Source: an optimization exercise on an open RTL-to-GDS flow (aim: small area, a short achievable clock period and few clock cycles per item). Production flows keep margins and buffers that such runs may drop. In this exercise RTL edits were held to simulation tests only and were not proved equivalent to the original. Power and IR drop assume default switching activity.

the previous run:
==> flow/design.v <==
module cfl_parse (
    input  wire        clk,
    input  wire        rst,
    input  wire        in_valid,
    output wire        in_ready,
    input  wire [7:0]  in_data,
    input  wire        in_last,
    input  wire [7:0]  in_ch,
    output reg         res_valid,
    output wire [3:0]  res_code,
    output reg         pok,
    output wire [7:0]  pch,
    output wire [63:0] pf1_mant,
    output wire [63:0] pf2_mant,
    output wire [63:0] pf3_mant,
    output wire [63:0] pf4_mant,
    output wire [63:0] pf5_mant,
    output wire [7:0]  pf1_scale,
    output wire [7:0]  pf2_scale,
    output wire [7:0]  pf3_scale,
    output wire [7:0]  pf4_scale,
    output wire [7:0]  pf5_scale,
    output reg  [7:0]  pgas_off,
    output reg  [7:0]  pgas_len
);
    localparam W = 61;      
    localparam A = 60;      
    reg  [3:0]  clr;         
    reg         rdy;
    assign in_ready = rdy;
    reg         v0;          
    reg         l0;          
    reg  [3:0]  d0;          
    reg         sp0, dig0, dot0, plus0, minus0;
    reg         chm0;        
    reg         legal0;      
    reg  [2:0]  chc0;        
    reg  [7:0]  pos;
    reg         in_tok;
    reg  [2:0]  ntok;        
    reg         tok0_ok;
    reg         numbad;
    reg         cur_gas;     
    reg  [A-1:0] acc;
    reg          neg;
    reg          pnt;
    reg  [4:0]   ndig;       
    reg  [4:0]   nscale;
    reg          bad;
    reg  [W-1:0] t1, t2, t3, t4;
    reg  [4:0]   s1, s2, s3, s4;
    reg          ci1, ci2, ci3, ci4;     
    reg  [7:0]   t_goff;
    reg  [7:0]   t_glen;
    reg          commit_q;   
    reg          lq;         
    reg          sq, kq;     
    reg  [1:0]   cq;         
    reg  [2:0]   hq;         
    reg  [5:2]   st;         
    reg  [4:0]   ph;         
    reg          q0v, q1v;   
    reg          q0s, q1s;   
    reg  [1:0]   q0c, q1c;   
    reg          q0k, q1k;   
    reg  [2:0]   q0h, q1h;   
    reg  [W-1:0] m0, m1, m2, m3, m4;     
    reg  [4:0]   c0, c1, c2, c3, c4;
    reg  [3:0]   pchq;       
    reg  [2:0]   rc;         
    assign pf1_mant = {{(64-W){m0[W-1]}}, m0};
    assign pf2_mant = {{(64-W){m1[W-1]}}, m1};
    assign pf3_mant = {{(64-W){m2[W-1]}}, m2};
    assign pf4_mant = {{(64-W){m3[W-1]}}, m3};
    assign pf5_mant = {{(64-W){m4[W-1]}}, m4};
    assign pf1_scale = {3'd0, c0};
    assign pf2_scale = {3'd0, c1};
    assign pf3_scale = {3'd0, c2};
    assign pf4_scale = {3'd0, c3};
    assign pf5_scale = {3'd0, c4};
    assign pch = {1'b0, pchq[3], 1'b0, pchq[2], pchq[2], 1'b0, pchq[1], pchq[0]};
    assign res_code = {1'b0, rc};
    wire        clearing = (clr != 4'd0);
    wire        tstart   = v0 && !sp0 && !in_tok;        
    wire        tmore    = v0 && !sp0 && in_tok;         
    wire        tclose   = v0 && sp0 && in_tok;          
    wire        st_num   = (ntok >= 3'd1) && (ntok <= 3'd5);     
    wire        cur_num  = (ntok >= 3'd2) && (ntok <= 3'd6);     
    wire        cur_14   = (ntok >= 3'd2) && (ntok <= 3'd5);     
    wire        num_fail = bad || (ndig == 5'd0) || (ndig > 5'd18);
    wire [3:0]   e       = neg ? 4'd9 - d0 : d0;
    wire [2:0]   dlo     = e[3] ? 3'b111 : e[2:0];
    wire [A-1:0] xa      = {acc[A-4:0], dlo};
    wire [A-1:0] xb      = {acc[A-2:0], e[3]};
    wire         cin     = e[3] & e[0];
    wire [A-1:0] gp [0:6];
    wire [A-1:0] pp [0:6];
    assign gp[0] = xa & xb;
    assign pp[0] = xa ^ xb;
    genvar l, i;
    generate
        for (l = 0; l < 6; l = l + 1) begin : lvl
            for (i = 0; i < A; i = i + 1) begin : bt
                if ((i >> l) & 1) begin : comb
                    localparam integer J = ((i >> l) << l) - 1;
                    assign gp[l+1][i]  = gp[l][i] | (pp[l][i] & gp[l][J]);
                    assign pp[l+1][i]  = pp[l][i] & pp[l][J];
                end else begin : pass
                    assign gp[l+1][i]  = gp[l][i];
                    assign pp[l+1][i]  = pp[l][i];
                end
            end
        end
    endgenerate
    wire [A-1:0] cy      = {gp[6][A-2:0] | (pp[6][A-2:0] & {(A-1){cin}}), cin};
    wire [A-1:0] acc10   = pp[0] ^ cy;
    wire [W-1:0] accout  = {neg, acc};
    wire [14:0]  inc3    = t4[14:0]  ^ ({15{ci4}} & {&t4[13:0],  &t4[12:0],  &t4[11:0],  &t4[10:0],  &t4[9:0],
                                                     &t4[8:0],  &t4[7:0],   &t4[6:0],   &t4[5:0],   &t4[4:0],
                                                     &t4[3:0],  &t4[2:0],   &t4[1:0],   t4[0],      1'b1});
    wire [14:0]  inc2    = t3[29:15] ^ ({15{ci3}} & {&t3[28:15], &t3[27:15], &t3[26:15], &t3[25:15], &t3[24:15],
                                                     &t3[23:15], &t3[22:15], &t3[21:15], &t3[20:15], &t3[19:15],
                                                     &t3[18:15], &t3[17:15], &t3[16:15], t3[15],     1'b1});
    wire [14:0]  inc1    = t2[44:30] ^ ({15{ci2}} & {&t2[43:30], &t2[42:30], &t2[41:30], &t2[40:30], &t2[39:30],
                                                     &t2[38:30], &t2[37:30], &t2[36:30], &t2[35:30], &t2[34:30],
                                                     &t2[33:30], &t2[32:30], &t2[31:30], t2[30],     1'b1});
    wire [15:0]  inc0    = t1[60:45] ^ ({16{ci1}} & {&t1[59:45], &t1[58:45], &t1[57:45], &t1[56:45], &t1[55:45],
                                                     &t1[54:45], &t1[53:45], &t1[52:45], &t1[51:45], &t1[50:45],
                                                     &t1[49:45], &t1[48:45], &t1[47:45], &t1[46:45], t1[45], 1'b1});
    wire [W-1:0] t1out   = {inc0, t1[44:0]};
    wire         feeding = commit_q || (st != 4'd0);
    wire         ins     = feeding || (clearing && clr <= 4'd5);
    wire         num_byte = (tstart && st_num) || (tmore && cur_num);
    wire         acc_clr = clearing || (tclose && cur_14) || lq;
    wire         shift   = clearing || (tclose && cur_14) || commit_q ||
                           st[2] || st[3] || st[4];
    wire        last     = v0 && l0;
    wire        ntok7    = (ntok == 3'd7) || (tstart && ntok == 3'd6);
    wire        gstart   = tstart && (ntok == 3'd6);
    wire        succ     = legal0 && ntok7 && tok0_ok && !numbad;
    wire [1:0]  code     = !legal0  ? 2'd3 :
                           !ntok7   ? 2'd1 :
                           !tok0_ok ? 2'd2 :
                           numbad   ? 2'd3 : 2'd0;
    wire        push     = lq;
    wire        pop      = st[5] || (q0v && !q0s && ph[4] && !feeding);
    wire        q0v_next = push || q1v || (q0v && !pop);
    wire        q1v_next = push ? (q0v && !(pop && !q1v)) || q1v : (q1v && !pop);
    wire        take_last = in_valid && rdy && in_last;
    always @(posedge clk) begin
        v0     <= in_valid && rdy && !rst;
        l0     <= in_last;
        d0     <= in_data[3:0];
        sp0    <= (in_data == 8'h20);
        dig0   <= (in_data[7:4] == 4'h3) && (in_data[3:0] <= 4'd9);
        dot0   <= (in_data == 8'h2E);
        plus0  <= (in_data == 8'h2B);
        minus0 <= (in_data == 8'h2D);
        chm0   <= (in_data == in_ch);
        legal0 <= (in_ch == 8'h41) || (in_ch == 8'h42) ||
                  (in_ch == 8'h43) || (in_ch == 8'h5A);
        chc0   <= {in_ch[3], in_ch[1], in_ch[0]};
        if (acc_clr)
            acc <= {A{1'b0}};
        else if (tstart && st_num && minus0)
            acc <= {A{1'b1}};
        else if (num_byte && dig0)
            acc <= acc10;
        if (acc_clr)
            neg <= 1'b0;
        else if (tstart && st_num)
            neg <= minus0;
        if (clearing) begin
            nscale <= 5'd0;
        end else if (tstart && st_num) begin
            pnt    <= dot0;
            ndig   <= dig0 ? 5'd1 : 5'd0;
            nscale <= 5'd0;
            bad    <= !(dig0 || plus0 || minus0 || dot0);
        end else if (tmore && cur_num) begin
            if (dig0) begin
                if (ndig != 5'd19) begin
                    ndig <= ndig + 5'd1;
                    if (pnt)
                        nscale <= nscale + 5'd1;
                end
            end else if (dot0) begin
                if (pnt)
                    bad <= 1'b1;
                pnt <= 1'b1;
            end else begin
                bad <= 1'b1;
            end
        end
        if (shift) begin
            t1 <= {t2[60:45], inc1, t2[29:0]};
            t2 <= {t3[60:30], inc2, t3[14:0]};
            t3 <= {t4[60:15], inc3};
            t4 <= accout;
            ci1 <= ci2 & (&t2[44:30]);
            ci2 <= ci3 & (&t3[29:15]);
            ci3 <= ci4 & (&t4[14:0]);
            ci4 <= neg;
            s1 <= s2; s2 <= s3; s3 <= s4; s4 <= nscale;
        end
        m0 <= m1; m1 <= m2; m2 <= m3; m3 <= m4; m4 <= ins ? t1out : m0;
        c0 <= c1; c1 <= c2; c2 <= c3; c3 <= c4; c4 <= ins ? s1 : c0;
        if (commit_q || clr == 4'd1) begin
            pgas_off <= t_goff;
            pgas_len <= t_glen;
        end
        if (rst) begin
            rdy       <= 1'b0;
            clr       <= 4'd10;
            pos       <= 8'd0;
            in_tok    <= 1'b0;
            ntok      <= 3'd0;
            tok0_ok   <= 1'b0;
            numbad    <= 1'b0;
            cur_gas   <= 1'b0;
            t_goff    <= 8'd0;
            t_glen    <= 8'd0;
            commit_q  <= 1'b0;
            lq        <= 1'b0;
            st        <= 4'd0;
            ph        <= 5'd1;
            q0v       <= 1'b0;
            q1v       <= 1'b0;
            res_valid <= 1'b0;
            rc        <= 3'd0;
            pok       <= 1'b0;
            pchq      <= 4'd0;
        end else begin
            if (clearing)
                clr <= clr - 4'd1;
            rdy <= (clr <= 4'd1) && !(q1v_next || (q0v_next && (last || take_last)) || (last && take_last));
            if (v0) begin
                if (gstart) begin
                    t_goff <= pos;
                    t_glen <= 8'd1;
                end
                if (tmore && cur_gas)
                    t_glen <= t_glen + 8'd1;
                if (last) begin
                    pos     <= 8'd0;
                    in_tok  <= 1'b0;
                    ntok    <= 3'd0;
                    numbad  <= 1'b0;
                    cur_gas <= 1'b0;
                end else begin
                    pos    <= pos + 8'd1;
                    in_tok <= !sp0;
                    if (tstart) begin
                        if (ntok != 3'd7)
                            ntok <= ntok + 3'd1;
                        if (ntok == 3'd0)
                            tok0_ok <= chm0;
                        cur_gas <= (ntok == 3'd6);
                    end
                    if (tmore && ntok == 3'd1)
                        tok0_ok <= 1'b0;
                    if (tclose && cur_num && num_fail)
                        numbad <= 1'b1;
                end
            end
            commit_q <= last && succ;
            lq       <= last;
            sq       <= succ;
            cq       <= code;
            kq       <= !legal0;
            hq       <= chc0;
            st <= {st[4:2], commit_q};
            ph <= st[5] ? 5'd1 : {ph[3:0], ph[4]};
            q0v <= q0v_next;
            q1v <= q1v_next;
            if (pop) begin
                q0s <= q1s; q0c <= q1c; q0k <= q1k; q0h <= q1h;
            end
            if (push && !(q0v && !(pop && !q1v))) begin
                q0s <= sq; q0c <= cq; q0k <= kq; q0h <= hq;
            end
            if (push && q0v && !(pop && !q1v)) begin
                q1s <= sq; q1c <= cq; q1k <= kq; q1h <= hq;
            end
            res_valid <= pop;
            if (pop) begin
                rc <= {q0c != 2'd0, q0c == 2'd3, q0c == 2'd2};
                if (q0s) begin
                    pok  <= 1'b1;
                    pchq <= {1'b1, q0h};
                end else if (!q0k) begin
                    pok  <= 1'b0;
                end
            end
        end
    end
endmodule
Settings: LEC_CHECK=0, CAP_MARGIN=20, CORE_MARGIN=2, CORE_UTILIZATION=40, SETUP_SLACK_MARGIN=3.5, SLEW_MARGIN=20; clock period 6.0 ns.
standard.sh (not shown) runs the stock make flow with config.mk's settings and CLKGATE_MAP_FILE= SYNTH_SCRIPT=/design/flow/synth_recipe.tcl, a recipe that flattens the netlist after the stock synthesis.
==> flow/flow/run.sh <==
#!/bin/bash
# The standard layout (standard.sh, ORFS synthesis to finish), with two
# changes to how cells are chosen:
#  - port buffers are buf_1 cells (ORFS otherwise picks clkdlybuf4s50_1);
#  - clock tree synthesis uses no dummy loads, and clusters of up to 28 sinks.
# Each step's full output is kept in this folder: make.log here, and ORFS's
# per-step logs under orfs/logs.
set -euo pipefail
export BUFFER_PORTS_ARGS="-buffer_cell sky130_fd_sc_hd__buf_1"
export CTS_ARGS="-sink_clustering_enable -repair_clock_nets -dont_use_dummy_load -sink_clustering_size 28 -sink_clustering_max_diameter 90"
bash ./standard.sh finish > make.log 2>&1
Testbench counts of the previous run, summed over its fixed seeds: cycles 71,194, lines 1,600.
The following lists how the current run was set up differently from the previous run:
-- flow/design.v --
<<< the previous run, line 31
    reg         v0;          
    reg         l0;          
    reg  [3:0]  d0;          
    reg         sp0, dig0, dot0, plus0, minus0;
    reg         chm0;        
>>> the current run, line 31
    reg         v0;          
    reg         l0;          
    reg  [4:0]  e0;          
    reg         sp0, dig0, dot0, plus0, minus0;
    reg         chm0;        
<<< the previous run, line 89
    wire        cur_14   = (ntok >= 3'd2) && (ntok <= 3'd5);     
    wire        num_fail = bad || (ndig == 5'd0) || (ndig > 5'd18);
    wire [3:0]   e       = neg ? 4'd9 - d0 : d0;
    wire [2:0]   dlo     = e[3] ? 3'b111 : e[2:0];
    wire [A-1:0] xa      = {acc[A-4:0], dlo};
    wire [A-1:0] xb      = {acc[A-2:0], e[3]};
    wire         cin     = e[3] & e[0];
    wire [A-1:0] gp [0:6];
    wire [A-1:0] pp [0:6];
>>> the current run, line 89
    wire        cur_14   = (ntok >= 3'd2) && (ntok <= 3'd5);     
    wire        num_fail = bad || (ndig == 5'd0) || (ndig > 5'd18);
    wire [A-1:0] xa      = {acc[A-4:0], e0[4:2]};
    wire [A-1:0] xb      = {acc[A-2:0], e0[1]};
    wire         cin     = e0[0];
    wire [A-1:0] gp [0:6];
    wire [A-1:0] pp [0:6];
<<< the previous run, line 133
    wire         num_byte = (tstart && st_num) || (tmore && cur_num);
    wire         acc_clr = clearing || (tclose && cur_14) || lq;
    wire         shift   = clearing || (tclose && cur_14) || commit_q ||
                           st[2] || st[3] || st[4];
>>> the current run, line 131
    wire         num_byte = (tstart && st_num) || (tmore && cur_num);
    wire         acc_clr = clearing || (tclose && cur_14) || lq;
    wire [3:0]   ein      = neg_next ? 4'd9 - in_data[3:0] : in_data[3:0];
    wire         neg_next = acc_clr ? 1'b0 : (tstart && st_num) ? minus0 : neg;
    wire         shift   = clearing || (tclose && cur_14) || commit_q ||
                           st[2] || st[3] || st[4];
<<< the previous run, line 151
        v0     <= in_valid && rdy && !rst;
        l0     <= in_last;
        d0     <= in_data[3:0];
        sp0    <= (in_data == 8'h20);
        dig0   <= (in_data[7:4] == 4'h3) && (in_data[3:0] <= 4'd9);
>>> the current run, line 151
        v0     <= in_valid && rdy && !rst;
        l0     <= in_last;
        e0     <= {ein[3] ? 3'b111 : ein[2:0], ein[3], ein[3] & ein[0]};
        sp0    <= (in_data == 8'h20);
        dig0   <= (in_data[7:4] == 4'h3) && (in_data[3:0] <= 4'd9);
<<< the previous run, line 167
        else if (num_byte && dig0)
            acc <= acc10;
        if (acc_clr)
            neg <= 1'b0;
        else if (tstart && st_num)
            neg <= minus0;
        if (clearing) begin
            nscale <= 5'd0;
>>> the current run, line 167
        else if (num_byte && dig0)
            acc <= acc10;
        neg <= neg_next;
        if (clearing) begin
            nscale <= 5'd0;
## What came out
On the current run: initial detailed-routing violation count is 13% higher than what the previous run gave. Synthesized area per cell ends up higher on the previous run. A capturing instance or port of the critical path of acc[27] is what the previous run shows, while acc[52] belongs to the current run. The current run vs the previous run on global routing met2 resource utilization: the current run is the lower one. Going from the previous run to the current run, cell count grew slightly. The current run: worst clock skew higher than the previous run. On the current run: wire length is 0.57% higher than what the previous run gave. Looking at the previous run and the current run, the sum of internal, switching and leakage power is a wash. The worst hold slack after final layout reported for the current run is greater than that of the previous run by 35 ps. The run showing the greater minimum clock period is the previous run. Number of design rule violations left after detail routing came out exactly the same in the previous run and the current run. Against the previous run, the current run reports a post-layout instance area that is higher. The global routing met3 resource utilization was comparable across the previous run and the current run. Simple-gate share of the synthesized area: the previous run vs the current run — no meaningful difference. Of the previous run and the current run, the previous run shows the higher power density over the cells, with the current run below it.
Testbench counts of the current run, summed over its fixed seeds: cycles 71,194, lines 1,600.

==> what the ideal ports hide <==
In the flow no input, the clock included, has a driving cell. The finished layouts below were timed again as built, in two steps.
Step 1 (the two cells are an assumption about what drives the block):
set clk [get_ports {clk}]
set_driving_cell -lib_cell sky130_fd_sc_hd__clkbuf_16 $clk
set_driving_cell -lib_cell sky130_fd_sc_hd__buf_2 [delete_from_list [all_inputs] $clk]
Step 2 moves the port delays by t, midway between the first and last clock arrival at a register: inputs arrive t later, outputs are due t later. That takes back most of the time a late clock gives input paths.
Three values: ideal, step 1, step 2; two values: the first two.
run	t, ns	slack for setup (ns)	hold slack, ns	clock arrival spread, ns	cell pins on the clock port's net
the previous run	0.621	2.751 / 2.751 / 2.751	0.307 / 0.307 / 0.307	0.059 / 0.058	1
the current run	0.619	3.267 / 3.267 / 3.267	0.343 / 0.343 / 0.343	0.065 / 0.065	1
After both steps every run listed still meets setup and hold.
